This is an optimization exercise on Yosys and OpenROAD, whose aim is small area, a short achievable clock period and few clock cycles, not a production implementation.
Function was checked by simulation only, so behaviour that the tests miss may differ from the original.
Power figures rest on the tool's default switching activity, not on a simulated workload.

$ cat design/flow/config.mk
export PLATFORM = sky130hd
export DESIGN_NAME = cmpsc_expand
export DESIGN_NICKNAME = cmpsc_expand
export VERILOG_FILES = /design/flow/design.v
export SDC_FILE = /design/flow/constraint.sdc
export NUM_CORES = 4
export LEC_CHECK = 0
export ABC_CLOCK_PERIOD_IN_PS = 4000
export CAP_MARGIN = 20
export CORE_MARGIN = 2
export CORE_UTILIZATION = 55
export PLACE_DENSITY = 0.7
export SETUP_SLACK_MARGIN = 5
export SLEW_MARGIN = 20
$ cat design/flow/constraint.sdc
create_clock -name core_clock -period 10.0 [get_ports {clk}]
set_input_delay 2.0000 -clock core_clock [delete_from_list [all_inputs] [get_ports {clk}]]
set_output_delay 2.0000 -clock core_clock [all_outputs]
set_load 0.01 [all_outputs]
$ cat design/flow/design.v
module cmpsc_expand (
    input  wire        clk,
    input  wire        rst,
    input  wire        start,
    input  wire [3:0]  cdss,
    input  wire [18:0] origin_pg,      
    input  wire [2:0]  cbn_in,
    input  wire [30:0] src_addr_in,
    input  wire [31:0] src_len_in,
    input  wire [30:0] dst_addr_in,
    input  wire [31:0] dst_len_in,
    input  wire [31:0] budget,
    output reg         busy,
    output reg         done,
    output reg  [2:0]  status,
    output reg  [2:0]  cbn_out,
    output reg  [30:0] src_addr_out,
    output reg  [31:0] src_len_out,
    output reg  [30:0] dst_addr_out,
    output reg  [31:0] dst_len_out,
    output reg         mem_req,
    output reg         mem_we,
    output reg  [27:0] mem_addr,
    output wire [63:0] mem_wdata,
    output wire [7:0]  mem_wstrb,
    input  wire        mem_gnt,
    input  wire        mem_rvalid,
    input  wire [63:0] mem_rdata
);
    localparam [2:0] ST_CC0 = 3'd0, ST_CC1 = 3'd1, ST_CC3 = 3'd3,
                     ST_DATA = 3'd4, ST_PARAM = 3'd5;
    localparam [2:0] S_IDLE  = 3'd0,
                     S_BOUND = 3'd1,    
                     S_SRC   = 3'd2,    
                     S_P1    = 3'd3,    
                     S_P1C   = 3'd4,    
                     S_P2    = 3'd5,    
                     S_P2C   = 3'd6,    
                     S_DRAIN = 3'd7;    
    reg [2:0]  state;
    reg [2:0]  c;             
    reg [18:0] origin;
    reg [14:0] ohi1;          
    reg [32:0] rem;           
    reg        committed;
    reg [63:0] sbuf;          
    reg [15:0] stail;         
    reg        sv;            
    reg        ahead;         
    reg [6:0]  hops;          
    reg [8:0]  sym_len;       
    reg        l_big;         
    reg [8:0]  lend;          
    reg [3:0]  pend;          
    reg [63:0] ent;
    reg        nxt;           
    reg [27:0] raddr;
    reg        rv;            
    reg        rw;            
    reg        rv_n, wv_n, wnz_n, w2v_n;
    reg [2:0]  state_n;
    reg [27:0] raddr_n, waddr_n;
    reg [27:0] waddr;
    reg [63:0] wdat;
    reg [7:0]  wstrb;
    reg [7:0]  ws2;           
    reg        wv;            
    reg        wnz;           
    reg        w2v;           
    assign mem_wdata = wdat;
    assign mem_wstrb = wstrb;
    wire w_pres   = wv & wnz & ~rv;
    wire w_step   = wv & (~wnz | (~rv & mem_gnt));    
    wire free_nx  = ~wv | (~w2v & (~wnz | (~rv & mem_gnt)));
    wire [12:0] wmask    = 13'h1fff >> (3'd5 - c);
    wire [4:0]  cbn_w    = {2'b00, cbn_out} + {2'b01, c};
    wire [1:0]  need     = (cbn_w[2:0] != 3'd0) ? (cbn_w[4:3] + 2'd1) : cbn_w[4:3];
    wire [1:0]  adv      = cbn_w[4:3];
    wire [2:0]  lane     = src_addr_out[2:0];
    wire [3:0]  span     = {1'b0, lane} + {2'b00, need};
    wire [79:0] sb_shl   = {sbuf, 16'b0} << {lane, 3'b000};
    wire [23:0] win      = ahead ? (lane[0] ? {stail[7:0], sbuf[63:48]} : {stail, sbuf[63:56]})
                                 : sb_shl[79:56];
    wire [23:0] win_sh   = win >> rsh;
    wire [12:0] idx_val  = win_sh[12:0] & wmask;
    reg  [4:0]  rsh;          
    reg  [4:0]  x_rsh;        
    reg         xv;
    reg         dv;           
    reg  [12:0] x_idx;
    reg         x_lit;
    reg  [1:0]  x_adv;
    reg  [2:0]  x_cbn;        
    reg         x_cross;      
    reg         x_nextdw;     
    reg         x_short;      
    reg         x_bud;        
    reg         x_dz;         
    reg         x_dhz;        
    always @(posedge clk) begin
        x_idx    <= idx_val;
        x_lit    <= (idx_val[12:8] == 5'd0);
        x_adv    <= adv;
        x_cbn    <= cbn_w[2:0];
        x_rsh    <= 5'd16 - {2'b0, cbn_w[2:0]} - {2'b0, c};
        x_cross  <= span > 4'd8;
        x_nextdw <= ({1'b0, lane} + {2'b0, adv}) >= 4'd8;
        x_short  <= (src_len_out[31:2] == 30'd0) && (src_len_out[1:0] < need);
        x_bud    <= committed && (rem[32] || (rem == 33'd0));
        x_dz     <= (dst_len_out == 32'd0);
        x_dhz    <= (dst_len_out[31:9] == 23'd0);
    end
    wire [27:0] src_dw   = src_addr_out[30:3];
    wire        go_next  = xv && !x_short && !x_bud && sv && !(x_cross && !ahead) && !x_lit;
    function [27:0] ent_dw;
        input [12:0] p;
        reg   [4:0]  s;
        begin
            s      = {1'b0, origin[3:0]} + {1'b0, p[12:9]};
            ent_dw = {s[4] ? ohi1 : origin[14+4:4], s[3:0], p[8:0]};
        end
    endfunction
    wire [27:0] tgt_dw   = ent_dw(x_idx);               
    wire [27:0] pp_dw    = ent_dw(mem_rdata[60:48]);    
    wire [2:0]  e_psl    = ent[63:61];
    wire [1:0]  e_rsv    = ent[60:59];
    wire [2:0]  e_csl    = ent[58:56];
    wire [12:0] e_pptr   = ent[60:48];
    wire [7:0]  e_ofst   = ent[47:40];
    wire        e_root   = (e_psl == 3'd0);
    wire        e_bad    = e_root ? ((e_rsv != 2'b00) || (e_csl == 3'd0))
                                  : ((e_psl > 3'd5) || ((e_pptr & ~wmask) != 13'd0));
    wire [8:0]  e_len0   = e_root ? {6'b0, e_csl} : ({1'b0, e_ofst} + {6'b0, e_psl});
    wire [2:0]  dl       = dst_addr_out[2:0];
    wire [27:0] dq       = dst_addr_out[30:3];
    wire [8:0]  r_len    = (hops == 7'd0) ? {6'b0, e_csl} : sym_len;
    wire [2:0]  r_cnt    = (hops != 7'd0 && sym_len < {6'b0, e_csl}) ? sym_len[2:0] : e_csl;
    wire [3:0]  r_endl   = {1'b0, dl} + {1'b0, r_cnt};
    reg  [7:0]  r_s1, r_s2;
    reg  [8:0]  p_k0;         
    wire [8:0]  p_e      = p_k0 + {6'b0, e_psl};
    wire [5:0]  p_d      = p_k0[8:3];
    wire [5:0]  p_d1     = p_d + 6'd1;
    wire [5:0]  p_de     = p_e[8:3];
    wire        p_two    = (p_de != p_d);
    wire [5:0]  le_d     = lend[8:3];
    reg  [7:0]  p_s1, p_s2;
    function [7:0] clipm;      
        input [5:0] x;
        integer k;
        begin
            for (k = 0; k < 8; k = k + 1)
                clipm[7-k] = (x < le_d) || ((x == le_d) && (k < lend[2:0]));
        end
    endfunction
    function [7:0] protm;      
        input [5:0] x;
        integer k;
        begin
            for (k = 0; k < 8; k = k + 1)
                protm[7-k] = (x > {5'b0, pend[3]}) || ((x == {5'b0, pend[3]}) && (k >= pend[2:0]));
        end
    endfunction
    integer j;
    always @(*) begin
        for (j = 0; j < 8; j = j + 1) begin
            r_s1[7-j] = (j >= dl) && (j < r_endl);
            r_s2[7-j] = (j + 8 < r_endl);
            p_s1[7-j] = (j >= p_k0[2:0]) && (p_two || (j < p_e[2:0]));
            p_s2[7-j] = p_two && (j < p_e[2:0]);
        end
        p_s1 = p_s1 & clipm(p_d) & protm(p_d);
        p_s2 = p_s2 & clipm(p_d1) & protm(p_d1);
    end
    wire [2:0]  r_rot    = dl - 3'd1;
    wire [2:0]  p_rot    = p_k0[2:0] - 3'd3;
    wire [2:0]  e_rot    = (state == S_P1C) ? r_rot : p_rot;
    wire [63:0] e_dat    = {ent, ent} >> {e_rot, 3'b000};
    task commit_src;
        begin
            src_addr_out <= src_addr_out + {29'b0, x_adv};
            src_len_out  <= src_len_out - {30'b0, x_adv};
            cbn_out      <= x_cbn;
            rsh          <= x_rsh;
            rem          <= rem - {31'b0, x_adv};
            committed    <= 1'b1;
            xv           <= 1'b0;
            if (x_nextdw) begin
                if (ahead) ahead <= 1'b0;
                else       sv    <= 1'b0;
            end
        end
    endtask
    task commit_dst;
        input [8:0] l;
        begin
            dst_addr_out <= dst_addr_out + {22'b0, l};
            dst_len_out  <= dst_len_out - {23'b0, l};
            dv           <= 1'b0;
        end
    endtask
    task wload;
        input [27:0] a;
        input [63:0] d;
        input [7:0]  s1;
        input [7:0]  s2;
        begin
            waddr_n = a;
            wdat   <= d;
            wstrb  <= s1;
            ws2    <= s2;
            wv_n    = (s1 != 8'd0) || (s2 != 8'd0);
            wnz_n   = (s1 != 8'd0);
            w2v_n   = (s2 != 8'd0);
        end
    endtask
    task wload1;
        input [27:0] a;
        input [63:0] d;
        input [7:0]  s1;
        input [7:0]  s2;
        input        two;
        begin
            waddr_n = a;
            wdat   <= d;
            wstrb  <= s1;
            ws2    <= s2;
            wv_n    = 1'b1;
            wnz_n   = 1'b1;
            w2v_n   = two;
        end
    endtask
    task finish;
        input [2:0] st;
        begin
            status <= st;
            done   <= 1'b1;
            state_n  = S_IDLE;
        end
    endtask
    always @(posedge clk) begin
        state_n = state;
        rv_n    = rv;
        wv_n    = wv;
        wnz_n   = wnz;
        w2v_n   = w2v;
        raddr_n = raddr;
        waddr_n = waddr;
        ohi1 <= origin[18:4] + 15'd1;
        xv   <= 1'b1;
        dv   <= 1'b1;
        begin
            done <= 1'b0;
            if (rv && mem_gnt) begin
                rv_n = 1'b0;
                rw <= 1'b1;
            end
            if (mem_rvalid) rw <= 1'b0;
            if (w_step) begin
                if (w2v) begin
                    waddr_n = waddr + 28'd1;
                    wstrb  <= ws2;
                    wnz_n   = 1'b1;
                    w2v_n   = 1'b0;
                end else begin
                    wv_n = 1'b0;
                end
            end
            case (state)
            S_IDLE: begin
                xv <= 1'b0;
                dv <= 1'b0;
                if (start) begin
                    c            <= cdss[2:0];
                    origin       <= origin_pg;
                    rem          <= {1'b0, budget};
                    committed    <= 1'b0;
                    sv           <= 1'b0;
                    ahead        <= 1'b0;
                    cbn_out      <= cbn_in;
                    rsh          <= 5'd16 - {2'b0, cbn_in} - {2'b0, cdss[2:0]};
                    src_addr_out <= src_addr_in;
                    src_len_out  <= src_len_in;
                    dst_addr_out <= dst_addr_in;
                    dst_len_out  <= dst_len_in;
                    if (cdss == 4'd0 || cdss > 4'd5) begin
                        status <= ST_PARAM;
                        done   <= 1'b1;
                    end else begin
                        state_n = S_BOUND;
                    end
                end
            end
            S_BOUND: begin
                if (!xv) begin
                end else if (x_short) begin
                    if (free_nx) finish(ST_CC0);
                end else if (x_bud) begin
                    if (free_nx) finish(ST_CC3);
                end else if (!sv || (x_cross && !ahead)) begin
                    if (free_nx) begin
                        raddr_n = sv ? src_dw + 28'd1 : src_dw;
                        rv_n    = 1'b1;
                        state_n = S_SRC;
                    end
                end else if (x_lit) begin
                    if (!dv) begin
                    end else if (x_dz) begin
                        if (free_nx) finish(ST_CC1);
                    end else if (!wv) begin
                        wload1(dq, {8{x_idx[7:0]}}, 8'h80 >> dl, 8'h00, 1'b0);
                        commit_src;
                        commit_dst(9'd1);
                    end
                end else begin
                    if (free_nx) begin
                        hops  <= 7'd0;
                        raddr_n = tgt_dw;
                        rv_n    = 1'b1;
                        state_n = S_P1;
                    end
                end
            end
            S_SRC: begin
                if (mem_rvalid) begin
                    if (sv) begin
                        stail <= sbuf[15:0];
                        ahead <= 1'b1;
                    end
                    sbuf  <= mem_rdata;
                    sv    <= 1'b1;
                    xv    <= 1'b0;
                    state_n = S_BOUND;
                end
            end
            S_P1: begin
                if (mem_rvalid) begin
                    ent   <= mem_rdata;
                    raddr_n = (mem_rdata[63:61] == 3'd0) ? tgt_dw : pp_dw;
                    nxt   <= 1'b0;
                    if ((mem_rdata[63:61] != 3'd0 || hops != 7'd0) && free_nx) begin
                        rv_n  = 1'b1;
                        nxt <= 1'b1;
                    end
                    state_n = S_P1C;
                end
            end
            S_P1C: begin
                if (hops == 7'd0) begin
                    sym_len <= e_len0;
                    l_big   <= x_dhz && (dst_len_out[8:0] < e_len0);
                end
                if (e_bad || (!e_root && hops == 7'd127)) begin
                    status <= ST_DATA;
                    state_n  = S_DRAIN;
                end else if (!e_root) begin
                    if (nxt || free_nx) begin
                        if (!nxt) rv_n = 1'b1;
                        hops  <= hops + 7'd1;
                        state_n = S_P1;
                    end
                end else if (!wv) begin
                    if (hops == 7'd0 ? (x_dhz && dst_len_out[8:0] < {6'b0, e_csl}) : l_big) begin
                        status <= ST_CC1;
                        state_n  = S_DRAIN;
                    end else begin
                        wload1(dq, e_dat, r_s1, r_s2, r_endl[3] && r_endl != 4'd8);
                        lend <= {6'b0, dl} + sym_len;
                        pend <= {1'b0, dl} + {1'b0, e_csl};
                        commit_src;
                        if (hops == 7'd0) begin
                            commit_dst({6'b0, e_csl});
                            state_n = S_BOUND;
                        end else begin
                            if (!nxt) rv_n = 1'b1;
                            state_n = S_P2;
                        end
                    end
                end
            end
            S_P2: begin
                if (mem_rvalid) begin
                    ent   <= mem_rdata;
                    p_k0  <= {6'b0, dl} + {1'b0, mem_rdata[47:40]};
                    raddr_n = (hops == 7'd1) ? tgt_dw : pp_dw;
                    hops  <= hops - 7'd1;
                    nxt   <= 1'b0;
                    if (free_nx && (hops != 7'd1 || go_next)) begin
                        rv_n  = 1'b1;
                        nxt <= 1'b1;
                    end
                    state_n = S_P2C;
                end
            end
            S_P2C: begin
                if (!wv) begin
                    wload(dq + {22'b0, p_d}, e_dat, p_s1, p_s2);
                    if (hops == 7'd0) begin
                        commit_dst(sym_len);
                        if (nxt) begin
                            state_n = S_P1;
                        end else if (go_next) begin
                            raddr_n = tgt_dw;
                            rv_n    = 1'b1;
                            state_n = S_P1;
                        end else begin
                            state_n = S_BOUND;
                        end
                    end else begin
                        if (!nxt) rv_n = 1'b1;
                        state_n = S_P2;
                    end
                end else if (!nxt && hops != 7'd0 && free_nx) begin
                    rv_n  = 1'b1;
                    nxt <= 1'b1;
                end
            end
            S_DRAIN: begin
                if (!rv && !rw && free_nx) begin
                    done  <= 1'b1;
                    state_n = S_IDLE;
                end
            end
            default: state_n = S_IDLE;
            endcase
        end
        if (rst) begin
            state_n = S_IDLE;
            done  <= 1'b0;
            rw    <= 1'b0;
            rv_n   = 1'b0;
            wv_n   = 1'b0;
        end
        state <= state_n;
        busy  <= (state_n != S_IDLE);
        rv    <= rv_n;
        wv    <= wv_n;
        wnz   <= wnz_n;
        w2v   <= w2v_n;
        raddr <= raddr_n;
        waddr <= waddr_n;
        mem_req  <= rv_n | (wv_n & wnz_n);
        mem_we   <= ~rv_n;
        mem_addr <= rv_n ? raddr_n : waddr_n;
    end
endmodule
$ cat design/flow/flow/run.sh
#!/bin/bash
# The standard ORFS flow (standard synthesis included), with these changes:
# - the resizer may swap cells of a different footprint (so the port
#   buffers can be resized),
# - every input and output port still gets a buffer, a plain buf_1,
# - the clock tree is built from smaller buffers (clkbuf_4, clkbuf_8 at the
#   root), without dummy loads.
# make's output goes to layout.log; ORFS keeps each step's log under orfs/logs.
set -o pipefail
bash standard.sh \
    MATCH_CELL_FOOTPRINT=0 \
    SETUP_SLACK_MARGIN=6.5 \
    "BUFFER_PORTS_ARGS=-buffer_cell sky130_fd_sc_hd__buf_1" \
    "CTS_ARGS=-sink_clustering_enable -repair_clock_nets -buf_list sky130_fd_sc_hd__clkbuf_4 -root_buf sky130_fd_sc_hd__clkbuf_8 -dont_use_dummy_load" \
    finish > layout.log 2>&1
$ cat design/flow/standard.sh
#!/bin/bash
# synth_recipe.tcl (not shown) runs the flow's synth.tcl, then flattens the netlist and writes it again
# the make line also repeats each setting of config.mk as NAME=value (left out here)
make -C /OpenROAD-flow-scripts/flow DESIGN_CONFIG=/design/flow/config.mk WORK_HOME=/design/flow/orfs CLKGATE_MAP_FILE= SYNTH_SCRIPT=/design/flow/synth_recipe.tcl "${@:-finish}"
==> run summary, run 1 <==
Placed design
The cell count after placement is about 5000. The number of port buffers is 488. At the end of routability-driven placement, the weighted congestion stood at slightly below 1.

The setup slack after placement is about 4.9 ns. After detailed placement, the total cell area comes to roughly 0.040 sq mm. Summed over all nets, the half-perimeter wirelength after detailed placement is ~88000 microns.

Clock network
Clock tree synthesis inserted a total of approximately 170 buffers. CTS built an H-tree with a depth of 4. Clock-pin slew was measured on the worst setup and hold paths at approximately 0.060 ns. The clock passes through at most 3 buffers. In this run the clock root is driven by a sky130_fd_sc_hd__clkbuf_8. TritonCTS built the clock tree.

The clock net in this run drives a total of 601 sinks. For the worst-skew pair, the clock arrives at the later sink with an insertion delay of between 0.8 and 0.9 ns. The number of buffers inserted for hold repair after clock tree synthesis is 0.

Floorplanning
The count of pins on the block boundary is roughly 490. The overall die height is roughly 260 microns. The full die area is a little under 0.07 sq mm. The die is approximately 260 microns wide.

The initial utilization of the core area, before any placement, comes to 0.553. The number of cell rows is 95. The floorplan step defined a core boundary enclosing ~0.067 sq mm.

Cells and area
Leaving out fill and tap cells, the most frequent cells in the layout are sky130_fd_sc_hd__nand2_1 (512), sky130_fd_sc_hd__buf_1 (469), sky130_fd_sc_hd__edfxtp_1 (450). Once layout is done, the placed cells without fillers occupy around 0.043 sq mm. The number of non-filler instances in the completed layout is roughly 5400. The share of layout cells above drive strength 1 is 0.143.

In the final design database the tool counted approximately 4900 nets. The share of the core filled with cells is 0.648. The area growth from synthesis to layout is 17.1%. Leaving out fill and tap cells, the most frequent cell in the layout is sky130_fd_sc_hd__nand2_1.

Logic synthesis
The average instance area after synthesis is ~9.7 sq um. Counting distinct cell types in the post-synthesis netlist gives 87. For this run, asynchronously set or reset flops after synthesis account for 0. By area the synthesized netlist is led by sky130_fd_sc_hd__edfxtp_1 (37%), sky130_fd_sc_hd__dfxtp_1 (8.2%), sky130_fd_sc_hd__mux2i_1 (6.5%). The post-synthesis cell area is between 0.03 and 0.04 sq mm. When the netlist entered floorplanning its net count stood at ~4200. Synthesis produced a netlist whose cell count is between 3000 and 4000. The most used flip-flop cell after synthesis is sky130_fd_sc_hd__edfxtp_1. The share of synthesized area occupied by flip-flops and latches is 0.447. The count of flip-flops with a built-in enable after synthesis is 450. The synthesis-stage register bit count is approximately 600. Of the post-synthesis cell area, the dominant cell type holds 0.365. The cell type contributing the most total cell area after synthesis is sky130_fd_sc_hd__edfxtp_1. For this run, the number of Yosys warnings is 1.

Hold path
The path class of the tightest hold or removal check is flip-flop to flip-flop.

GRT
The first global-routing pass estimated ~180000 microns of wire. In the global route stage, overall resource usage came out at 0.344. Entering global routing, the biggest net connects around 110 pins. The initial antenna violation count is 11. The via count of the first global-routing pass is just over 30000. The total grt overflow is 0.

Power
For this design the static power due to leakage is about 16 nW. The share of total power in combinational logic is 0.236. The switching part of the total power is 0.326. The switching power of the nets is 2.09 mW.

The largest voltage drop on the vdd net is roughly 0.13 mV. The clock share of power is 0.264. The share of total power dissipated in sequential elements is 0.500. The cell area power density is between 100 and 150 mW/mm^2. Cell internal power was estimated by the tool at between 4 and 5 mW.

STA
The post-route clock period utilization is 0.356. The total negative slack for setup checks is 0 ns. The worst relative slew slack is 0.316.

The count of endpoints failing hold in the final timing report was 0. The final critical-path required period is between 3 and 4 ns. Between clock sinks in the finished design, the worst skew comes to 0.127 ns. The count of final max-slew check failures is 0. Timing would allow up to roughly 280 MHz. The slew at the pin closest to its max-slew limit is 1.03 ns. Setup violations remaining at the end of the flow were counted as 0. Setup repair after global routing could not meet its margin everywhere.

The worst path meets setup with approximately 6.4 ns of slack.

Drt
For this run, the detailed router's first-pass iteration total came to 8. The routed length on met2 is about 54000 microns. The post-detailed-route via-to-cell ratio is roughly 6.3. Summed over all layers, the routed wires come to approximately 120000 microns. In the routed design, unresolved DRC markers number 0. In this run, the number of DRC markers left after iteration 0 of detailed routing was approximately 4000.

The number of routed nets with antenna violations is 0. The detailed router used layers up to and including met5. The met1 wire length is slightly above 50000 microns. Summing over every cut layer, the via total after detailed routing is between 30000 and 40000. Wire segments on met3 add up to approximately 12000 microns in the final route. After detailed routing, the average wire length per cell comes to between 20 and 25 microns.

Worst setup path
The launching element of the worst setup path is mem_rdata[57]. The destination of the worst register-to-register timing path is mem_addr[23]$_DFF_P_. The endpoint arrival time on the critical path is around 4.3 ns. STA classifies the critical path startpoint as a primary input. The startpoint identified for the worst register-to-register timing path is c[1]$_DFFE_PP_. The critical path capture point is mem_addr[18]$_DFF_P_.

The required arrival time at the worst endpoint is roughly 11 ns. The number of cell instances on the worst register-to-register path is 11. The register-to-register setup slack is between 6 and 7 ns. The worst setup path category is primary input to flip-flop. The worst-path maximum fanout is 6. The capturing element type of the critical path is a flip-flop.

Outcome
The flow ran to the end and the layout has no timing, DRC or antenna violations.

Run
The number of max-cap violations is 0.
[sequential cells by signal (all words and copies together) (netlist names), 7 cells and up]
name          cells
origin           19
src_len_out      32
dst_len_out      32
sbuf             64
lend              9
p_k0              9
x_idx            13
wdat             64
mem_addr         28
sym_len           9
ws2               7
stail            16
waddr            28
rem              33
wstrb             8
dst_addr_out     31
raddr            28
ent              64
hops              7
src_addr_out     31
ohi1             15
[cell usage after synthesis, drive strengths merged, types with 23 or more instances]
cell type	n
o221ai	26
a221oi	38
xnor2	129
a211oi	26
nand4	40
o31ai	23
nand2	516
a21o	38
o22ai	25
ha	118
a22oi	27
nand2b	36
mux2	56
buf	52
xor2	103
a31oi	102
clkbuf	159
nor2	294
edfxtp	450
dfxtp	151
o21ai	282
a21oi	175
nand3	85
o211ai	25
mux2i	239
nor4	32
nor3	96
or3	28
inv	127
nor2b	40
[critical path, cell delays in order]
cell and delay (ns):
sky130_fd_sc_hd__buf_8 0.10, sky130_fd_sc_hd__ha_4 0.15, sky130_fd_sc_hd__fa_2 0.34, sky130_fd_sc_hd__a21o_1 0.17, sky130_fd_sc_hd__a21oi_2 0.13, sky130_fd_sc_hd__buf_6 0.16
sky130_fd_sc_hd__buf_6 0.13, sky130_fd_sc_hd__mux2i_1 0.20, sky130_fd_sc_hd__o31ai_1 0.08, sky130_fd_sc_hd__a21oi_1 0.18, sky130_fd_sc_hd__nor2_1 0.06, sky130_fd_sc_hd__o211a_1 0.25
sky130_fd_sc_hd__mux2_2 0.29
[power by group through the flow]
stage,logic (mW),registers [mW],clock network [mW]
after global routing,1.63,3.22,1.83
after detailed placement,1.28,3.29,0
final,1.51,3.21,1.69
after global placement,1.27,3.29,0
after floorplan,0.879,3.20,0
after CTS,1.44,3.19,1.72
[per-stage QoR]
step | power [mW] | hold WS (ns)
floorplan | 4.08 | 0.427
global placement | 4.56 | 0.479
detailed placement | 4.58 | 0.476
CTS | 6.36 | 0.423
global route | 6.69 | 0.472
finish | 6.41 | 0.454
[cell type report]
| class | instances | area (sq um) |
|---|---|---|
| Timing Repair Buffer | 703 | 3820 |
| Tap cell | 873 | 1090 |
| Clock buffer | 165 | 1240 |
| Sequential cell | 601 | 16500 |
| Timing Repair inverter | 2 | 13.8 |
| Multi-Input combinational cell | 2888 | 20100 |
| Inverter | 130 | 518 |
| Antenna cell | 12 | 30.0 |
| Fill cell | 5553 | 23600 |
[cells by family (layout without fill, tap and decap cells)]
family	after synthesis	count (layout)	synth area share
adders and majority gates	138	138	0.0504
muxes	315	315	0.0938
buffers and inverters	341	1000	0.0359
and+or+nand+nor	1278	1280	0.160
other	0	12	0
AOI/OAI and AO/OA	923	923	0.159
xor gates and xnor gates	232	232	0.0549
DFF	601	601	0.447
[how the worst min path moves through the flow]
stage / end / depth (start not counted) / slack [ns] / from
floorplan: x_bud$_DFF_P_ / 1 / 0.43 / committed$_DFFE_PP_
global placement: rsh[0]$_DFFE_PP_ / 2 / 0.48 / x_rsh[0]$_DFF_P_
detailed placement: stail[7]$_DFFE_PP_ / 0 / 0.48 / sbuf[7]$_DFFE_PP_
CTS: cbn_out[1]$_DFFE_PP_ / 2 / 0.42 / x_cbn[1]$_DFF_P_
global route: cbn_out[1]$_DFFE_PP_ / 2 / 0.47 / x_cbn[1]$_DFF_P_
finish: cbn_out[1]$_DFFE_PP_ / 2 / 0.45 / x_cbn[1]$_DFF_P_
[layer usage]
metal | up-vias | global-route usage
met5 | - | 0
met4 | 2 | 0.141
met3 | 335 | 0.0717
met2 | 1970 | 0.514
met1 | 16000 | 0.488
li1 | 15500 | -
[repair_timing]
item | in CTS | in global routing
pin swaps | 21 | 25
setup buffers | 114 | 52
gates resized for setup | 125 | 97
setup endpoints to repair | 509 | 378
cloned | 7 | 2
Testbench counts, summed over its fixed seeds: cycles 31,584.
==> run 2, diff against run 1 <==
--- a/design/flow/config.mk
+++ b/design/flow/config.mk
@@ -8,7 +8,7 @@
 export ABC_CLOCK_PERIOD_IN_PS = 4000
 export CAP_MARGIN = 20
 export CORE_MARGIN = 2
-export CORE_UTILIZATION = 55
-export PLACE_DENSITY = 0.7
+export CORE_UTILIZATION = 65
+export PLACE_DENSITY = 0.75
 export SETUP_SLACK_MARGIN = 5
 export SLEW_MARGIN = 20
==> run 2 against run 1 <==
Effect of this change:
- via count is 0.49% lower
- sequential share of layout area is 0.35 points higher
- setup slack worse by 0.066 ns
- clock-buffer cell count is 10 lower
- die area is 15% lower
- combinational power hardly changed
- flip-flop and latch count stayed put
- cell area is 0.89% lower
- sequential power hardly changed
- critical path depth stayed put
- non-clock buffer count is 16 lower
- critical path type unchanged
- critical endpoint is now mem_addr[23]$_DFF_P_
- largest power group unchanged
- highest routed layer unchanged
==> run summary, run 2 <==
Clock network
The clock input transition at the sequential cells of the worst setup and hold paths is 0.06 ns (about the same). The count of clock tree sinks came to 601 (unchanged). The buffer depth of the longest clock path was 3 (unchanged). The number of buffers added by the clock tree synthesis step is 155 (-6.1%). The clock root buffer is sky130_fd_sc_hd__clkbuf_8. TritonCTS built the clock tree. The clock network latency to the later pin of the worst-skew pair is 0.83 ns (about the same). The CTS H-tree depth was 4 (unchanged).

Logic synthesis
By area the synthesized netlist is led by sky130_fd_sc_hd__edfxtp_1 (37%), sky130_fd_sc_hd__dfxtp_1 (8.2%), sky130_fd_sc_hd__mux2i_1 (6.5%). The count of flip-flops with a built-in enable after synthesis is 450 (unchanged). The async set-reset flop share out of synthesis came to 0 (unchanged). The area share of the largest cell type after synthesis is 0.365 (unchanged). The net count after synthesis is 4218 (unchanged).

The instance count of the mapped netlist is 3828 (unchanged). The commonest cells after synthesis are sky130_fd_sc_hd__nand2_1 (516), sky130_fd_sc_hd__edfxtp_1 (450), sky130_fd_sc_hd__nor2_1 (294). Yosys instantiated no cell more often than sky130_fd_sc_hd__nand2_1. The synthesis-stage register bit count was 601 (unchanged). The number of different library cells in the post-synthesis netlist is 87 (unchanged). The post-synthesis cell area is 0.0370 sq mm (unchanged).

The count of synthesis-stage warnings from yosys came to 1 (unchanged). The synthesized design spends more area on one cell type than any other, namely sky130_fd_sc_hd__edfxtp_1. The average instance area after synthesis was 9.67 sq um (unchanged). Among all flip-flop cells after synthesis, the most frequent one is sky130_fd_sc_hd__edfxtp_1.

The share of synthesized area occupied by flip-flops and latches was 0.447 (unchanged).

STA
The final critical-path required period is 3.63 ns (+0.0656 ns). The maximum achievable frequency came to 276 MHz (-1.8%). The slew at the pin closest to its max-slew limit is 1.21 ns (+0.185 ns). The count of final max-slew check failures is 0 (unchanged). The total negative slack for setup checks is 0 ns (unchanged). The final clock skew is 0.0941 ns (-0.0327 ns). Setup repair after global routing could not meet its margin everywhere. The post-route clock period utilization is 0.363 (+0.00656). The number of failing setup endpoints in the final timing report is 0 (unchanged). The worst relative slew slack was 0.192 (-0.124). The count of endpoints failing hold in the final timing report is 0 (unchanged).

Power
The reported leakage power is 16.2 nW (-0.98%). The clock share of power is 0.257 (-0.007). The switching power of the nets is 2.04 mW (-2.3%). The share of total power in combinational logic came to 0.236 (about the same). The cell area power density came to 147 mW/mm^2 (-0.67%). The largest voltage drop on the vdd net is 0.130 mV (+4.2%). The power consumption came to 6.31 mW (-1.6%). The switching part of the total power is 0.323 (-0.00249). The relative contribution of sequential cells to total power is 0.507 (+0.007). The design internal power is 4.27 mW (-1.2%).

GRT
The largest net degree at the start of global routing came to 120 (+6.2%). After global routing, the most crowded layer is met2. The total track usage came to 0.388 (+0.0440).

The first-pass GRT wire length is 177000 microns (-4.3%). The initial antenna violation count is 12 (+1). The via count of the first global-routing pass was 30700 (-1.3%). The met3 track demand over resource in global routing is 0.0945 (+0.0228). The met2 layer usage reported by global route came to 0.582 (+0.0676). The total grt overflow is 0 (unchanged). The met1 usage in global routing came to 0.534 (+0.0467).

Worst setup path
The required arrival time at the worst endpoint is 10.67 ns (-0.02 ns). The worst stage delay on the critical path is 0.37 ns (+0.03 ns). The worst setup path category is primary input to flip-flop. STA classifies the critical path startpoint as a primary input. The worst-path maximum fanout is 7 (+1). The cell repeated most along the worst path is sky130_fd_sc_hd__buf_6. The cell family contributing the most delay on the critical path is simple AND/OR/NAND/NOR gates.

The number of buffer and inverter stages on the critical path is 3 (unchanged). The launch point of the worst reg-to-reg path is dst_addr_out[1]$_DFFE_PP_. The slowest stage cell on the critical path is sky130_fd_sc_hd__or3_1. Walking the worst path, the cells encountered are buf_8 > ha_4 > fa_2 > a21o_1 > a21oi_2 > buf_6 > buf_6 > mux2i_1 > nor3_1 > or3_1 > o22ai_2 > nor2_1 > mux2_2. The endpoint arrival time on the critical path is 4.30 ns (+0.05 ns). The register-to-register setup slack is 6.51 ns (-0.05 ns). The number of cell instances on the worst register-to-register path is 9 (-2). The worst setup path is captured at a flip-flop. The endpoint identified for the worst register-to-register timing path is wdat[59]$_DFFE_PP_.

Run
The number of max-cap violations is 0 (unchanged).

Outcome
The flow ran to the end and the layout has no timing, DRC or antenna violations.

Placed design
The routability congestion estimate is 0.998 (+1.1%). The HPWL after detailed placement is 82500 microns (-6.0%). The number of port buffers is 488 (unchanged).

Floorplanning
The initial cell density of the core is 0.657 (+0.103). The full die area is 0.0589 sq mm (-15%). The x dimension of the die is 243 microns (-7.9%). The count of pins on the block boundary is 489 (unchanged). The core area is 0.0564 sq mm (-16%). The overall die height is 243 microns (-7.9%). The number of cell rows is 87 (-8.4%).

Cells and area
The library cells used most frequently in the layout, excluding fill and tap cells, are sky130_fd_sc_hd__nand2_1 (511), sky130_fd_sc_hd__buf_1 (478), sky130_fd_sc_hd__edfxtp_1 (450). The number of fill cells in the layout came to 4116 (-26%). The share of layout cells above drive strength 1 came to 0.137 (-0.00672). The library cell used most frequently in the layout, excluding fill and tap cells, is sky130_fd_sc_hd__nand2_1. In the final layout, the registers with the most flip-flops are ent (64), sbuf (64), wdat (64). The final net count is 4853 (-0.57%). Relative to the synthesized area, the layout overhead comes to 16.0%.

Drt
The routed via count was 33600 (-0.49%). The detailed-router iteration count before antenna repair is 7 (-1). The average wire per standard cell is 22.7 microns (-1.1%). The final wirelength is 119000 microns (-3.8%). The number of DRC violations after detailed-routing iteration 0 is 4448 (+11%). The number of remaining DRC errors is 0 (unchanged). The post-detailed-route via-to-cell ratio was 6.43 (+2.3%). The number of routed nets with antenna violations is 0 (unchanged).

Hold path
The worst min-delay path category is flip-flop to flip-flop. The startpoint of the tightest hold check path is committed$_DFFE_PP_. The count of cells along the worst hold path came to 1 (-1). For hold timing, the worst endpoint is x_bud$_DFF_P_.
==> run 2: cell count changes in the layout (fill, tap and decap cells not counted), sizes merged <==
cell      previous run  this run
diode               12        10
clkinvlp             5         3
buf                684       672
clkinv               1         2
nor2b               41        40
clkbuf             184       170
inv                126       125
nand3               85        86
==> run 2: how the worst max path moves through the flow <==
stage | from | cells past startpoint | slack [ns] | endpoint
6_report | mem_rdata[57] | 13 | 6.37 | mem_addr[23]$_DFF_P_
2_1_floorplan | start | 4 | 5.72 | cbn_out[0]$_DFFE_PP_
4_1_cts | mem_rdata[57] | 13 | 6.45 | mem_addr[23]$_DFF_P_
3_3_place_gp | mem_gnt | 6 | 5.03 | hops[1]$_DFFE_PP_
3_5_place_dp | mem_gnt | 6 | 4.94 | hops[1]$_DFFE_PP_
5_1_grt | mem_rdata[57] | 13 | 6.30 | mem_addr[23]$_DFF_P_
==> run 2: power groups by stage <==
stage / registers (mW) / clock network, mW / logic [mW]
global placement: 3.28 / 0 / 1.25
finish: 3.20 / 1.62 / 1.49
global route: 3.22 / 1.76 / 1.61
detailed placement: 3.28 / 0 / 1.28
floorplan: 3.20 / 0 / 0.879
CTS: 3.19 / 1.64 / 1.41
==> run 2: worst register-to-register path, cell delays in order (launching register included) <==
cell and delay, ns:
sky130_fd_sc_hd__edfxtp_1 0.38, sky130_fd_sc_hd__buf_4 0.16, sky130_fd_sc_hd__inv_1 0.47, sky130_fd_sc_hd__ha_1 0.38, sky130_fd_sc_hd__a21oi_4 0.12, sky130_fd_sc_hd__clkbuf_8 0.56, sky130_fd_sc_hd__mux2i_1 0.66, sky130_fd_sc_hd__mux2i_1 0.28
sky130_fd_sc_hd__nand2_1 0.14, sky130_fd_sc_hd__a31oi_1 0.09
==> run 2: final cells by class <==
type	instances	area, sq um	area share
Multi-Input combinational cell	2888	20100	0.468
Tap cell	756	946	0.0220
Sequential cell	601	16500	0.385
Antenna cell	10	25.0	0.000582
Timing Repair Buffer	687	3650	0.0850
Inverter	130	514	0.0120
Clock buffer	155	1170	0.0272
==> run 2: what timing repair did <==
| item | 4_1_cts | 5_1_grt |
|---|---|---|
| hold buffers | 0 | 0 |
| pin swaps | 19 | 29 |
| setup buffers | 105 | 50 |
| gates resized for setup | 126 | 91 |
| endpoints found under the setup margin | 522 | 387 |
| cloned | 6 | 2 |
==> run 2: metal layers <==
metal  up-vias  part of all wire
met5         -           0.00048
met4         8             0.047
met3       345              0.12
met2      2112              0.44
met1     15700              0.39
li1      15400                 -
==> run 2: logic make-up after synthesis <==
| family | count (synthesis) | share of synthesized area |
|---|---|---|
| muxes | 315 | 0.0938 |
| buffers and inverters | 341 | 0.0359 |
| adders and majority gates | 138 | 0.0504 |
| DFF | 601 | 0.447 |
| AOI/OAI and AO/OA | 923 | 0.159 |
| and+or+nand+nor | 1278 | 0.160 |
| xor gates and xnor gates | 232 | 0.0549 |
==> run 2: metrics by stage <==
step	util	instances	worst slack [ns]	cell area [sq um]	hold WS, ns
floorplan	-	3828	5.72	37400	0.427
global placement	0.702	4898	5.03	39600	0.443
detailed placement	0.702	4898	4.94	39600	0.439
CTS	0.747	5164	6.45	42100	0.453
global route	0.762	5223	6.30	43000	0.482
finish	0.762	5227	6.37	43000	0.457
==> run 3, diff against run 2 <==
--- a/design/flow/design.v
+++ b/design/flow/design.v
@@ -72,7 +72,8 @@
     wire w_pres   = wv & wnz & ~rv;
     wire w_step   = wv & (~wnz | (~rv & mem_gnt));    
     wire free_nx  = ~wv | (~w2v & (~wnz | (~rv & mem_gnt)));
-    wire [12:0] wmask    = 13'h1fff >> (3'd5 - c);
+    reg  [3:0]  wm;           
+    wire [12:0] wmask    = {wm, 9'h1ff};
     wire [4:0]  cbn_w    = {2'b00, cbn_out} + {2'b01, c};
     wire [1:0]  need     = (cbn_w[2:0] != 3'd0) ? (cbn_w[4:3] + 2'd1) : cbn_w[4:3];
     wire [1:0]  adv      = cbn_w[4:3];
@@ -112,6 +113,7 @@
     end
     wire [27:0] src_dw   = src_addr_out[30:3];
     wire        go_next  = xv && !x_short && !x_bud && sv && !(x_cross && !ahead) && !x_lit;
+    wire        src_next = xv && !x_short && !x_bud && (!sv || (x_cross && !ahead));
     function [27:0] ent_dw;
         input [12:0] p;
         reg   [4:0]  s;
@@ -272,6 +274,8 @@
                 dv <= 1'b0;
                 if (start) begin
                     c            <= cdss[2:0];
+                    wm           <= {cdss[2:0] >= 3'd5, cdss[2:0] >= 3'd4,
+                                     cdss[2:0] >= 3'd3, cdss[2:0] >= 3'd2};
                     origin       <= origin_pg;
                     rem          <= {1'b0, budget};
                     committed    <= 1'b0;
@@ -403,6 +407,10 @@
                             raddr_n = tgt_dw;
                             rv_n    = 1'b1;
                             state_n = S_P1;
+                        end else if (src_next) begin
+                            raddr_n = sv ? src_dw + 28'd1 : src_dw;
+                            rv_n    = 1'b1;
+                            state_n = S_SRC;
                         end else begin
                             state_n = S_BOUND;
                         end
--- a/design/flow/config.mk
+++ b/design/flow/config.mk
@@ -8,7 +8,7 @@
 export ABC_CLOCK_PERIOD_IN_PS = 4000
 export CAP_MARGIN = 20
 export CORE_MARGIN = 2
-export CORE_UTILIZATION = 65
-export PLACE_DENSITY = 0.75
+export CORE_UTILIZATION = 55
+export PLACE_DENSITY = 0.7
 export SETUP_SLACK_MARGIN = 5
 export SLEW_MARGIN = 20
==> run 3 against run 2 <==
Effect of this change:
- fmax shrank 2.5%
- die area increased by 19%
- sequential power grew 7.8%
- routed wire length grew 4.2%
- clock power rose by 3%
- first-iteration DRC count is 2.5% higher
- clock-buffer cell count increased by 4
- non-clock buffer count is 32 higher
- largest cell class unchanged
- largest power group unchanged
==> run summary, run 3 <==
Outcome
The flow ran to the end and the layout has no timing, DRC or antenna violations.

Clock network
The clock input transition at the sequential cells of the worst setup and hold paths is 0.07 ns (about the same). The clock network latency to the later pin of the worst-skew pair is 0.85 ns (+0.02 ns). The number of buffers inserted for hold repair after clock tree synthesis is 0 (unchanged). The clock tree from TritonCTS is done. The count of clock tree sinks is 605 (+0.67%).

The clock root buffer is sky130_fd_sc_hd__clkbuf_8. The number of buffers added by the clock tree synthesis step is 159 (+2.6%). The buffer depth of the longest clock path is 3 (unchanged).

The CTS H-tree depth is 4 (unchanged).

GRT
The first-pass GRT wire length is 184000 microns (+3.9%). The met2 layer usage reported by global route was 0.520 (-0.0622). The via count of the first global-routing pass came to 31400 (+2.4%). The met1 usage in global routing is 0.471 (-0.0636). The total track usage was 0.341 (-0.0470).

The met3 track demand over resource in global routing was 0.0716 (-0.0229). The total grt overflow is 0 (unchanged). met2 is the most crowded layer. The largest net degree at the start of global routing is 104 (-13%). The initial antenna violation count is 6 (-6).

STA
The post-route clock period utilization is 0.372 (+0.00929). The final clock skew is 0.104 ns (+0.00969 ns). The final critical-path required period is 3.72 ns (+0.0929 ns).

The count of final max-slew check failures is 0 (unchanged). The worst relative slew slack is 0.297 (+0.105). The final hold slack is 0.458 ns (+0.00111 ns). The total negative slack for setup checks was 0 ns (unchanged). Setup repair after global routing could not meet its margin everywhere. The maximum achievable frequency is 269 MHz (-2.5%). The slew at the pin closest to its max-slew limit is 1.05 ns (-0.165 ns). The number of failing setup endpoints in the final timing report is 0 (unchanged). The count of endpoints failing hold in the final timing report is 0 (unchanged).

Logic synthesis
The instance count of the mapped netlist is 3799 (-0.76%). The count of flip-flops with a built-in enable after synthesis is 454 (+0.89%). The area share of the largest cell type after synthesis is 0.366 (+0.00118). The count of synthesis-stage warnings from yosys is 1 (unchanged). The net count after synthesis was 4187 (-0.73%). By area the synthesized netlist is led by sky130_fd_sc_hd__edfxtp_1 (37%), sky130_fd_sc_hd__dfxtp_1 (8.1%), sky130_fd_sc_hd__mux2i_1 (6.0%). The share of synthesized area occupied by flip-flops and latches is 0.447 (+0.000719).

sky130_fd_sc_hd__nand2_1 is the most common cell in the netlist. The number of different library cells in the post-synthesis netlist is 99 (+14%). The average instance area after synthesis is 9.80 sq um (+1.3%). The async set-reset flop share out of synthesis is 0 (unchanged). In the synthesized netlist the dominant register cell turns out to be sky130_fd_sc_hd__edfxtp_1.

In the synthesized netlist, the cells that appear most often are sky130_fd_sc_hd__nand2_1 (523), sky130_fd_sc_hd__edfxtp_1 (454), sky130_fd_sc_hd__o21ai_0 (294). The synthesis-stage register bit count is 605 (+0.67%). The synthesized design spends more area on one cell type than any other, namely sky130_fd_sc_hd__edfxtp_1.

The post-synthesis cell area was 0.0372 sq mm (+0.56%).

Cells and area
From synthesis to final layout, the design area changed by 16.8%. In the layout the commonest cells are sky130_fd_sc_hd__nand2_1 (511), sky130_fd_sc_hd__buf_1 (475), sky130_fd_sc_hd__edfxtp_1 (454). The share of layout cells above drive strength 1 is 0.143 (+0.00698). The number of fill cells in the layout came to 5633 (+37%). The most frequent standard cell in the layout excluding fill and tap cells is sky130_fd_sc_hd__nand2_1. The final net count is 4857 (+0.082%). The largest registers in the layout are ent (64), sbuf (64), wdat (64).

Run
The number of max-cap violations is 0 (unchanged).

Worst setup path
The worst setup path category is primary input to flip-flop. The worst setup path is launched from a primary input. The capturing element type of the critical path is a flip-flop. The startpoint identified for the worst register-to-register timing path is ent[61]$_DFFE_PP_. The most critical setup path has its startpoint at mem_rdata[58]. The endpoint arrival time on the critical path is 4.42 ns (+0.12 ns). The required arrival time at the worst endpoint was 10.70 ns (+0.03 ns). The critical path capture point is mem_addr[25]$_DFF_P_. In this run the critical register-to-register path is captured at mem_req$_DFF_P_. The worst-path maximum fanout was 4 (-3). The register-to-register setup slack is 6.45 ns (-0.06 ns). The number of cell instances on the worst register-to-register path came to 11 (+2).

Drt
The detailed-router iteration count before antenna repair is 9 (+2). The routed via count is 34000 (+1.2%). The average wire per standard cell is 23.1 microns (+1.8%).

The post-detailed-route via-to-cell ratio is 6.36 (-1.0%). The number of routed nets with antenna violations is 0 (unchanged). The number of DRC violations after detailed-routing iteration 0 is 4559 (+2.5%). The number of remaining DRC errors is 0 (unchanged). The final wirelength came to 123000 microns (+4.2%).

Power
The cell area power density is 173 mW/mm^2 (+17%). The reported leakage power is 16.3 nW (+0.61%). The largest voltage drop on the vdd net came to 0.112 mV (-14%).

Placed design
The number of port buffers was 488 (unchanged). The routability congestion estimate is 0.963 (-3.6%). The HPWL after detailed placement is 86600 microns (+4.9%).

Hold path
The count of cells along the worst hold path is 1 (unchanged). The path class of the tightest hold or removal check is flip-flop to flip-flop.

Floorplanning
The full die area is 0.0698 sq mm (+19%). The count of pins on the block boundary is 489 (unchanged). The core area came to 0.0670 sq mm (+19%). The number of cell rows came to 95 (+9.2%). The initial cell density of the core is 0.555 (-0.101). The overall die height is 264 microns (+8.9%).

The x dimension of the die is 264 microns (+8.9%).
-- run 3: cell types whose count changed after synthesis, sizes merged, moves of 13 or more --
cell | previous run | this run
o21ai | 282 | 314
a22o | 21 | 7
o221ai | 26 | 39
nand3 | 85 | 100
mux2i | 239 | 224
nor2 | 294 | 245
xor2 | 103 | 118
a221oi | 38 | 25
a211oi | 26 | 39
nand2b | 36 | 23
-- run 3: logic make-up (layout without fill, tap and decap cells) --
logic type,Yosys count,count (layout),share of synthesized area
xor+xnor,235,235,0.0553
flops,605,605,0.447
compound gates,957,959,0.163
simple gates,1220,1222,0.150
buf+inv,335,999,0.0376
fa+ha+maj,136,136,0.0495
mux,311,311,0.0966
other cells,0,7,0
-- run 3: per-stage QoR --
step                setup WS, ns  std cells  utilization  cell area, sq um  total power, mW
global route                6.27       5346        0.648             43500             7.87
finish                      6.28       5347        0.648             43500             7.50
global placement            4.92       4988        0.593             39800             5.54
detailed placement          4.77       4989        0.593             39800             5.57
floorplan                   4.38       3799            -             37400             4.85
CTS                         6.33       5285        0.636             42600             7.39
-- run 3: critical path, cell delays in order --
cell and delay (ns):
sky130_fd_sc_hd__clkbuf_2 0.19, sky130_fd_sc_hd__fa_2 0.43, sky130_fd_sc_hd__a21o_1 0.19, sky130_fd_sc_hd__a21oi_4 0.18
sky130_fd_sc_hd__buf_6 0.13, sky130_fd_sc_hd__buf_4 0.10, sky130_fd_sc_hd__mux2_4 0.28, sky130_fd_sc_hd__a221o_1 0.34
sky130_fd_sc_hd__a21oi_2 0.15, sky130_fd_sc_hd__nand3_2 0.13, sky130_fd_sc_hd__mux2_2 0.30
-- run 3: layer usage --
metal | routed length [microns] | vias up
met2 | 54700 | 2029
li1 | - | 15500
met3 | 12900 | 360
met4 | 5550 | 0
met5 | 0 | -
met1 | 50300 | 16200
-- run 3: what timing repair did --
| action | in CTS | in global routing |
|---|---|---|
| pin swaps | 27 | 37 |
| gates cloned | 6 | 6 |
| buffers inserted | 131 | 48 |
| setup endpoints to repair | 623 | 393 |
| gates resized for setup | 155 | 91 |
-- run 3: final cells by class --
cell class              instances  area, sq um  area share
diodes                          7         17.5    0.000403
clock buffers                 159         1200      0.0276
inverters                     121          493      0.0113
multi-input cells            2863        20000       0.460
flip-flops and latches        605        16700       0.383
well taps                     873         1090      0.0251
repair buffers                719         4030      0.0927
-- run 3: power breakdown --
group / internal (mW) / switching [mW]
Clock: 0.724 / 0.946
Sequential: 3.13 / 0.315
Combinational: 0.932 / 1.45
Total: 4.79 / 2.72
-- run 3: worst min path at each step --
| stage | start | slack (ns) | endpoint |
|---|---|---|---|
| 2_1_floorplan | committed$_DFFE_PP_ | 0.43 | x_bud$_DFF_P_ |
| 3_3_place_gp | committed$_DFFE_PP_ | 0.45 | x_bud$_DFF_P_ |
| 3_5_place_dp | committed$_DFFE_PP_ | 0.45 | x_bud$_DFF_P_ |
| 4_1_cts | committed$_DFFE_PP_ | 0.46 | x_bud$_DFF_P_ |
| 5_1_grt | committed$_DFFE_PP_ | 0.48 | x_bud$_DFF_P_ |
| 6_report | committed$_DFFE_PP_ | 0.46 | x_bud$_DFF_P_ |
Testbench counts of run 3, summed over its fixed seeds: cycles 31,270.
==> run 4, diff against run 3 <==
--- a/design/flow/config.mk
+++ b/design/flow/config.mk
@@ -9,6 +9,6 @@
 export CAP_MARGIN = 20
 export CORE_MARGIN = 2
 export CORE_UTILIZATION = 55
-export PLACE_DENSITY = 0.7
+export PLACE_DENSITY = 0.65
 export SETUP_SLACK_MARGIN = 5
 export SLEW_MARGIN = 20
==> run 4 against run 3 <==
Effect of this change:
- cell area is 0.10% higher
- area after synthesis stayed put
- synthesized cell count stayed put
- routed wire length is 1.8% higher
- fmax is 1.3% higher
- cell count hardly changed
- clock-buffer cell count is 4 higher
- global-route usage is 0.62 points higher
- worst hold slack better by 0.0075 ns
- register-to-register slack better by 0.08 ns
- setup slack better by 0.049 ns
- critical path type unchanged
==> run summary, run 4 <==
Outcome
The run finished with no timing, DRC or antenna violations.

STA
The final critical-path required period came to 3.67 ns (-0.0493 ns). The final critical-path setup slack is 6.33 ns (+0.0493 ns). The final clock skew is 0.0960 ns (-0.00783 ns). Setup repair after global routing could not meet its margin everywhere. The number of failing setup endpoints in the final timing report is 0 (unchanged). The worst relative slew slack is 0.235 (-0.0617). The post-route clock period utilization came to 0.367 (-0.00493). The count of endpoints failing hold in the final timing report is 0 (unchanged).

The maximum achievable frequency is 272 MHz (+1.3%). The count of final max-slew check failures is 0 (unchanged). The total negative slack for setup checks is 0 ns (unchanged). The slew at the pin closest to its max-slew limit is 1.13 ns (+0.0879 ns).

Clock network
The count of clock tree sinks is 605 (unchanged). The clock input transition at the sequential cells of the worst setup and hold paths is 0.05 ns (-0.02 ns). The buffer depth of the longest clock path is 3 (unchanged).

The clock network latency to the later pin of the worst-skew pair is 0.83 ns (-0.02 ns). The CTS H-tree depth is 4 (unchanged). TritonCTS built the clock tree. The number of buffers added by the clock tree synthesis step is 163 (+2.5%). The clock root buffer is sky130_fd_sc_hd__clkbuf_8.

Logic synthesis
The synthesis-stage register bit count is 605 (unchanged). The average instance area after synthesis came to 9.80 sq um (unchanged). The count of synthesis-stage warnings from yosys is 1 (unchanged). The share of synthesized area occupied by flip-flops and latches is 0.447 (unchanged). The net count after synthesis came to 4187 (unchanged). Ranked by instance count, the synthesized netlist is headed by sky130_fd_sc_hd__nand2_1 (523), sky130_fd_sc_hd__edfxtp_1 (454), sky130_fd_sc_hd__o21ai_0 (294). For this run, the leading register cell type out of synthesis is sky130_fd_sc_hd__edfxtp_1. The area share of the largest cell type after synthesis was 0.366 (unchanged). The count of flip-flops with a built-in enable after synthesis is 454 (unchanged). The number of different library cells in the post-synthesis netlist was 99 (unchanged). The most common cell in the synthesized netlist is sky130_fd_sc_hd__nand2_1. The async set-reset flop share out of synthesis is 0 (unchanged). Sorting the synthesized cells by area gives the leading types as sky130_fd_sc_hd__edfxtp_1 (37%), sky130_fd_sc_hd__dfxtp_1 (8.1%), sky130_fd_sc_hd__mux2i_1 (6.0%). The cell type contributing the most total cell area after synthesis is sky130_fd_sc_hd__edfxtp_1. The post-synthesis cell area is 0.0372 sq mm (unchanged). The instance count of the mapped netlist is 3799 (unchanged).

Worst setup path
The worst-path maximum fanout was 3 (-1). The critical path in this run is classified as primary input to flip-flop. The worst setup path is launched from a primary input. The number of buffer and inverter stages on the critical path is 1 (-2).

The critical path goes through buf_8 > ha_4 > fa_2 > a21o_1 > a21oi_4 > mux2_4 > a221o_1 > o21a_1 > a211oi_2 > nand2_1 > mux2_4. The slowest stage of the critical path belongs to the cell sky130_fd_sc_hd__a221o_1. The cell that appears most often on the critical path is sky130_fd_sc_hd__mux2_4. The required arrival time at the worst endpoint is 10.63 ns (-0.07 ns). The capturing element type of the critical path is a flip-flop. The endpoint arrival time on the critical path is 4.30 ns (-0.12 ns). The largest delay contributor family on the critical path is compound AO/OA/AOI/OAI gates. The worst stage delay on the critical path was 0.35 ns (-0.08 ns).

Cells and area
The area growth from synthesis to layout is 16.9%. The share of layout cells above drive strength 1 is 0.147 (+0.00317). In the layout the commonest cells are sky130_fd_sc_hd__nand2_1 (509), sky130_fd_sc_hd__buf_1 (474), sky130_fd_sc_hd__edfxtp_1 (454). The design area came to 0.0435 sq mm (+0.10%). The final net count is 4856 (-0.021%). The library cell used most frequently in the layout, excluding fill and tap cells, is sky130_fd_sc_hd__nand2_1. The largest registers in the layout are ent (64), sbuf (64), wdat (64). The number of fill cells in the layout is 5785 (+2.7%).

Placed design
The setup slack after placement is 4.96 ns (+0.183 ns). The number of port buffers is 488 (unchanged). The routability congestion estimate came to 0.961 (-0.15%). The HPWL after detailed placement is 88000 microns (+1.7%). The placed standard-cell area was 0.0398 sq mm (+0.14%).

Drt
The number of DRC violations after detailed-routing iteration 0 was 3703 (-19%). The average wire per standard cell came to 23.5 microns (+1.8%). The number of routed nets with antenna violations is 0 (unchanged). The final wirelength was 126000 microns (+1.8%).

The routed via count came to 33700 (-0.95%). The post-detailed-route via-to-cell ratio was 6.30 (-0.93%). The detailed-router iteration count before antenna repair came to 8 (-1). The number of remaining DRC errors is 0 (unchanged).

GRT
The initial antenna violation count is 6 (unchanged). The total track usage came to 0.347 (+0.00618). The via count of the first global-routing pass came to 30900 (-1.6%). The first-pass GRT wire length is 186000 microns (+1.1%). The total grt overflow is 0 (unchanged).

The largest net degree at the start of global routing came to 99 (-4.8%).

Floorplanning
The overall die height is 264 microns (unchanged). The initial cell density of the core was 0.555 (unchanged). The core area is 0.0670 sq mm (unchanged). The number of cell rows is 95 (unchanged). The full die area is 0.0698 sq mm (unchanged). The x dimension of the die is 264 microns (unchanged). The count of pins on the block boundary was 489 (unchanged).

Power
The reported leakage power is 16.3 nW (+0.25%). The cell area power density is 173 mW/mm^2 (+0.12%). The largest voltage drop on the vdd net was 0.119 mV (+5.6%).

Run
The number of max-cap violations came to 0 (unchanged).

Hold path
The worst min-delay path category is flip-flop to flip-flop.
==> run 4: kinds of logic after synthesis <==
family	count (synthesis)	synth area share
adder cells (fa/ha/maj)	136	0.0495
multiplexers	311	0.0966
buffers and inverters	335	0.0376
AND/OR/NAND/NOR	1220	0.150
AO/OA/AOI/OAI	957	0.163
XOR/XNOR	235	0.0553
flip-flops	605	0.447
==> run 4: worst min-delay path: cells and delay by family, from the launching register on <==
| kind | cells | cell delay (ns) |
|---|---|---|
| simple gates | 1 | 0.04 |
| flops | 1 | 0.30 |
| compound gates | 1 | 0.06 |
==> run 4: layer usage <==
layer	global-route usage	vias up	part of all wire
li1	-	15500	-
met1	0.493	16100	0.42
met2	0.526	1846	0.44
met3	0.0666	305	0.099
met4	0.136	6	0.037
met5	0	-	0.00033
==> run 4: per-stage QoR <==
step | total power [mW] | utilization | hold slack, ns | std cells
after global placement | 5.55 | 0.594 | 0.470 | 4996
final | 7.52 | 0.649 | 0.465 | 5346
after CTS | 7.41 | 0.635 | 0.458 | 5288
after floorplan | 4.85 | - | 0.427 | 3799
after global routing | 7.89 | 0.649 | 0.490 | 5342
after detailed placement | 5.58 | 0.594 | 0.474 | 4996
==> run 4: power breakdown <==
part           leakage [nW]  total (mW)  internal (mW)  switching, mW
Combinational          10.1        2.38          0.929           1.45
Clock                 0.753        1.68          0.741          0.943
Sequential             5.48        3.45           3.13          0.321
==> run 4: area by class of cell <==
| class | count | area, sq um | share of cell area |
|---|---|---|---|
| sequential | 605 | 16700 | 0.383 |
| multi-input combinational | 2860 | 20000 | 0.461 |
| tap | 873 | 1090 | 0.0251 |
| clock buffer | 163 | 1230 | 0.0283 |
| timing repair buffer | 717 | 3990 | 0.0917 |
| inverter | 121 | 483 | 0.0111 |
| antenna | 7 | 17.5 | 0.000403 |
==> run 4: timing repair <==
item | CTS | global route
buffers inserted | 123 | 46
gates cloned | 6 | 5
pin swaps | 30 | 41
resized for setup | 149 | 111
endpoints found under the hold margin | 0 | 0
hold buffers | 0 | 0
endpoints found under the setup margin | 599 | 341
==> run 4: final timing paths <==
check,from,end,slack (ns),cells after the start
max,mem_rdata[57],mem_addr[14]$_DFF_P_,6.33,11
min,x_cbn[2]$_DFF_P_,cbn_out[2]$_DFFE_PP_,0.47,2
max reg2reg,p_k0[3]$_DFFE_PP_,mem_req$_DFF_P_,6.53,9
min reg2reg,x_cbn[2]$_DFF_P_,cbn_out[2]$_DFFE_PP_,0.47,2
==> run 5, diff against run 4 <==
--- a/design/flow/flow/run.sh
+++ b/design/flow/flow/run.sh
@@ -9,7 +9,7 @@
 set -o pipefail
 bash standard.sh \
     MATCH_CELL_FOOTPRINT=0 \
-    SETUP_SLACK_MARGIN=6.5 \
+    SETUP_SLACK_MARGIN=6.4 \
     "BUFFER_PORTS_ARGS=-buffer_cell sky130_fd_sc_hd__buf_1" \
     "CTS_ARGS=-sink_clustering_enable -repair_clock_nets -buf_list sky130_fd_sc_hd__clkbuf_4 -root_buf sky130_fd_sc_hd__clkbuf_8 -dont_use_dummy_load" \
     finish > layout.log 2>&1
--- a/design/flow/config.mk
+++ b/design/flow/config.mk
@@ -8,7 +8,7 @@
 export ABC_CLOCK_PERIOD_IN_PS = 4000
 export CAP_MARGIN = 20
 export CORE_MARGIN = 2
-export CORE_UTILIZATION = 55
-export PLACE_DENSITY = 0.65
+export CORE_UTILIZATION = 50
+export PLACE_DENSITY = 0.7
 export SETUP_SLACK_MARGIN = 5
 export SLEW_MARGIN = 20
==> run 5 against run 4 <==
Effect of this change:
- still clean on timing, DRC and antenna
- routed wire length shrank 1.0%
- cell area shrank 1.9%
- register-to-register slack lost 0.10 ns
- critical path depth is the same
- synthesized cell count is the same
- critical path type unchanged
- critical endpoint unchanged
- largest cell class unchanged
- highest routed layer unchanged
==> run summary, run 5 <==
Logic synthesis
The cell type contributing the most total cell area after synthesis is sky130_fd_sc_hd__edfxtp_1. The share of synthesized area occupied by flip-flops and latches came to 0.447 (unchanged). The area share of the largest cell type after synthesis was 0.366 (unchanged). The number of different library cells in the post-synthesis netlist was 99 (unchanged). The instance count of the mapped netlist is 3799 (unchanged).

The count of flip-flops with a built-in enable after synthesis was 454 (unchanged). The post-synthesis cell area was 0.0372 sq mm (unchanged). After synthesis, the cell types taking the most area are sky130_fd_sc_hd__edfxtp_1 (37%), sky130_fd_sc_hd__dfxtp_1 (8.1%), sky130_fd_sc_hd__mux2i_1 (6.0%). By instance count, the leading cell after synthesis is sky130_fd_sc_hd__nand2_1. The average instance area after synthesis was 9.80 sq um (unchanged).

The net count after synthesis is 4187 (unchanged). The synthesis-stage register bit count is 605 (unchanged). Counting instances in the post-synthesis netlist gives the leading cell types as sky130_fd_sc_hd__nand2_1 (523), sky130_fd_sc_hd__edfxtp_1 (454), sky130_fd_sc_hd__o21ai_0 (294). The count of synthesis-stage warnings from yosys came to 1 (unchanged). The async set-reset flop share out of synthesis is 0 (unchanged).

The most used flip-flop cell after synthesis is sky130_fd_sc_hd__edfxtp_1.

Drt
The number of remaining DRC errors is 0 (unchanged). The post-detailed-route via-to-cell ratio is 6.23 (-1.1%). The number of DRC violations after detailed-routing iteration 0 is 3914 (+5.7%). The number of routed nets with antenna violations is 0 (unchanged). The average wire per standard cell is 23.2 microns (-1.2%). The detailed-router iteration count before antenna repair came to 9 (+1). The final wirelength came to 124000 microns (-1.0%). The routed via count is 33400 (-0.93%).

Clock network
The count of clock tree sinks is 605 (unchanged). The buffer depth of the longest clock path is 3 (unchanged). The clock network latency to the later pin of the worst-skew pair is 0.88 ns (+0.05 ns). The number of buffers inserted for hold repair after clock tree synthesis was 0 (unchanged). The CTS H-tree depth came to 4 (unchanged). The number of buffers added by the clock tree synthesis step is 166 (+1.8%).

The clock input transition at the sequential cells of the worst setup and hold paths is 0.06 ns (about the same). The clock tree from TritonCTS is done. The clock root buffer is sky130_fd_sc_hd__clkbuf_8.

Cells and area
The final net count is 4768 (-1.8%). The most frequent standard cell in the layout excluding fill and tap cells is sky130_fd_sc_hd__nand2_1. In the layout the commonest cells are sky130_fd_sc_hd__nand2_1 (514), sky130_fd_sc_hd__buf_1 (482), sky130_fd_sc_hd__edfxtp_1 (454).

Compared with the post-synthesis result, the final layout area differs by 14.7%. The largest registers in the layout are ent (64), sbuf (64), wdat (64). The design area is 0.0427 sq mm (-1.9%). The share of layout cells above drive strength 1 was 0.120 (-0.0265).

STA
Setup repair after global routing could not meet its margin everywhere. The worst relative slew slack is 0.231 (-0.00381). The count of endpoints failing hold in the final timing report came to 0 (unchanged).

The maximum achievable frequency was 271 MHz (-0.52%). The number of failing setup endpoints in the final timing report was 0 (unchanged). The final critical-path required period was 3.69 ns (+0.0190 ns). The total negative slack for setup checks is 0 ns (unchanged). The final clock skew is 0.142 ns (+0.0461 ns).

The post-route clock period utilization is 0.369 (+0.00190). The count of final max-slew check failures is 0 (unchanged). The slew at the pin closest to its max-slew limit is 1.15 ns (+0.0144 ns). The final hold slack is 0.453 ns (-0.0125 ns).

GRT
The total track usage is 0.312 (-0.0349). The largest net degree at the start of global routing is 102 (+3.0%). The first-pass GRT wire length is 185000 microns (-0.16%).

The via count of the first global-routing pass is 31200 (+0.85%). The total grt overflow is 0 (unchanged). The initial antenna violation count was 8 (+2).

Floorplanning
The count of pins on the block boundary is 489 (unchanged). The overall die height is 277 microns (+4.8%). The number of cell rows came to 100 (+5.3%). The full die area is 0.0767 sq mm (+9.8%).

The initial cell density of the core came to 0.503 (-0.0527). The x dimension of the die is 277 microns (+4.8%). The core area came to 0.0741 sq mm (+10%).

Hold path
The tightest min-delay check is of the flip-flop to flip-flop type.

Worst setup path
The kind of launch point of the worst setup path is a primary input. The capturing element type of the critical path is a flip-flop. The worst-path maximum fanout is 6 (+3). The largest delay contributor family on the critical path is compound AO/OA/AOI/OAI gates. Walking the worst path, the cells encountered are buf_8 > ha_4 > fa_2 > a21o_1 > a21oi_4 > mux2_4 > a221o_1 > o21a_1 > a211oi_2 > nand2_1 > mux2_2. The endpoint arrival time on the critical path is 4.42 ns (+0.12 ns). The required arrival time at the worst endpoint is 10.73 ns (+0.10 ns). The slowest stage of the critical path is the sky130_fd_sc_hd__a221o_1 cell.

The number of buffer and inverter stages on the critical path is 1 (unchanged). The worst stage delay on the critical path came to 0.35 ns (about the same). The worst setup path category is primary input to flip-flop.

Placed design
The number of port buffers is 488 (unchanged). The routability congestion estimate came to 0.952 (-0.96%). The placed standard-cell area came to 0.0399 sq mm (+0.19%). The HPWL after detailed placement came to 88100 microns (about the same).

Run
The number of max-cap violations was 0 (unchanged).

Power
The cell area power density is 174 mW/mm^2 (+0.96%). The largest voltage drop on the vdd net is 0.105 mV (-11%). The reported leakage power came to 15.8 nW (-3.3%).

Outcome
The run finished with no timing, DRC or antenna violations.
run 5: cell counts after synthesis:
No cell type changed its count.
run 5: area by class of cell:
type / instances / area, sq um
Inverter: 121 / 484
Timing Repair Buffer: 625 / 3230
Antenna cell: 10 / 25.0
Multi-Input combinational cell: 2861 / 19800
Tap cell: 969 / 1210
Sequential cell: 605 / 16700
Fill cell: 6595 / 31400
Clock buffer: 166 / 1250
run 5: metal layers:
metal / global-route usage / wire (microns)
met2: 0.485 / 55900
met5: 0 / 55
met1: 0.420 / 50300
met4: 0.129 / 5340
met3: 0.0753 / 12800
run 5: cell families after synthesis:
logic type | after synthesis | share of synthesized area
adder cells (fa/ha/maj) | 136 | 0.0495
buffers and inverters | 335 | 0.0376
AO/OA/AOI/OAI | 957 | 0.163
flip-flops | 605 | 0.447
multiplexers | 311 | 0.0966
AND/OR/NAND/NOR | 1220 | 0.150
XOR/XNOR | 235 | 0.0553
run 5: path summary, 6_finish.rpt:
path         slack, ns                 from  cells after the start                    to
max               6.31        mem_rdata[57]                     11  mem_addr[14]$_DFF_P_
max reg2reg       6.43    hops[2]$_DFFE_PP_                     10  mem_addr[26]$_DFF_P_
min reg2reg       0.45  committed$_DFFE_PP_                      1         x_bud$_DFF_P_
min               0.45  committed$_DFFE_PP_                      1         x_bud$_DFF_P_
run 5: stage by stage:
stage          cells  power, mW  setup WS (ns)  utilization
2_1_floorplan   3799       4.85           4.38            -
3_3_place_gp    5086       5.55           5.07        0.539
3_5_place_dp    5086       5.58           5.02        0.539
4_1_cts         5313       7.38           6.32        0.568
5_1_grt         5352       7.81           6.25        0.576
6_report        5357       7.45           6.31        0.576
run 5: timing repair:
action	in CTS	in global routing
hold endpoints to repair	0	0
gates cloned	7	4
pin swaps	16	26
gates resized for setup	91	83
buffers inserted	54	30
setup endpoints to repair	510	436
run 5: power breakdown:
| part | switching (mW) | internal (mW) | total, mW |
|---|---|---|---|
| registers | 0.366 | 3.13 | 3.50 |
| clock network | 0.964 | 0.754 | 1.72 |
| logic | 1.38 | 0.849 | 2.23 |

[static timing again, ports no longer ideal]
The results above use ideal ports. As a check the final layouts listed here were re-extracted and re-timed, cells and wires unchanged.
Step 1 sets driving cells, clkbuf_16 on the clock port and buf_2 on the other inputs (assumed; they add their load-dependent delay and slew).
Step 2, shift: input delay + t, output delay - t, t = (earliest + latest rising clock arrival at the registers) / 2. This alone moves slack from input paths to output paths.
Three values: ideal ports, drivers, drivers and shift; two values: the first two.
| run | shift t [ns] | slack for setup (ns) | worst setup path after step 2 | slew at the worst register clock pin (ns) | worst slew at a driven data input, ns |
|---|---|---|---|---|---|
| run 1 | 0.837 | 6.437 / 6.404 / 5.578 | input to register | 0.07 / 0.07 | 0.13 |
| run 2 | 0.849 | 6.372 / 6.383 / 5.534 | input to register | 0.08 / 0.08 | 0.10 |
| run 3 | 0.868 | 6.279 / 6.296 / 5.428 | input to register | 0.08 / 0.08 | 0.10 |
| run 4 | 0.848 | 6.328 / 6.334 / 5.486 | input to register | 0.08 / 0.08 | 0.09 |
| run 5 | 0.876 | 6.309 / 6.311 / 5.435 | input to register | 0.08 / 0.08 | 0.11 |
After both steps every run listed still meets setup and hold. The setup slack of run 5, which loses most, moves by +0.002 ns with the drivers and by -0.874 ns with both steps.
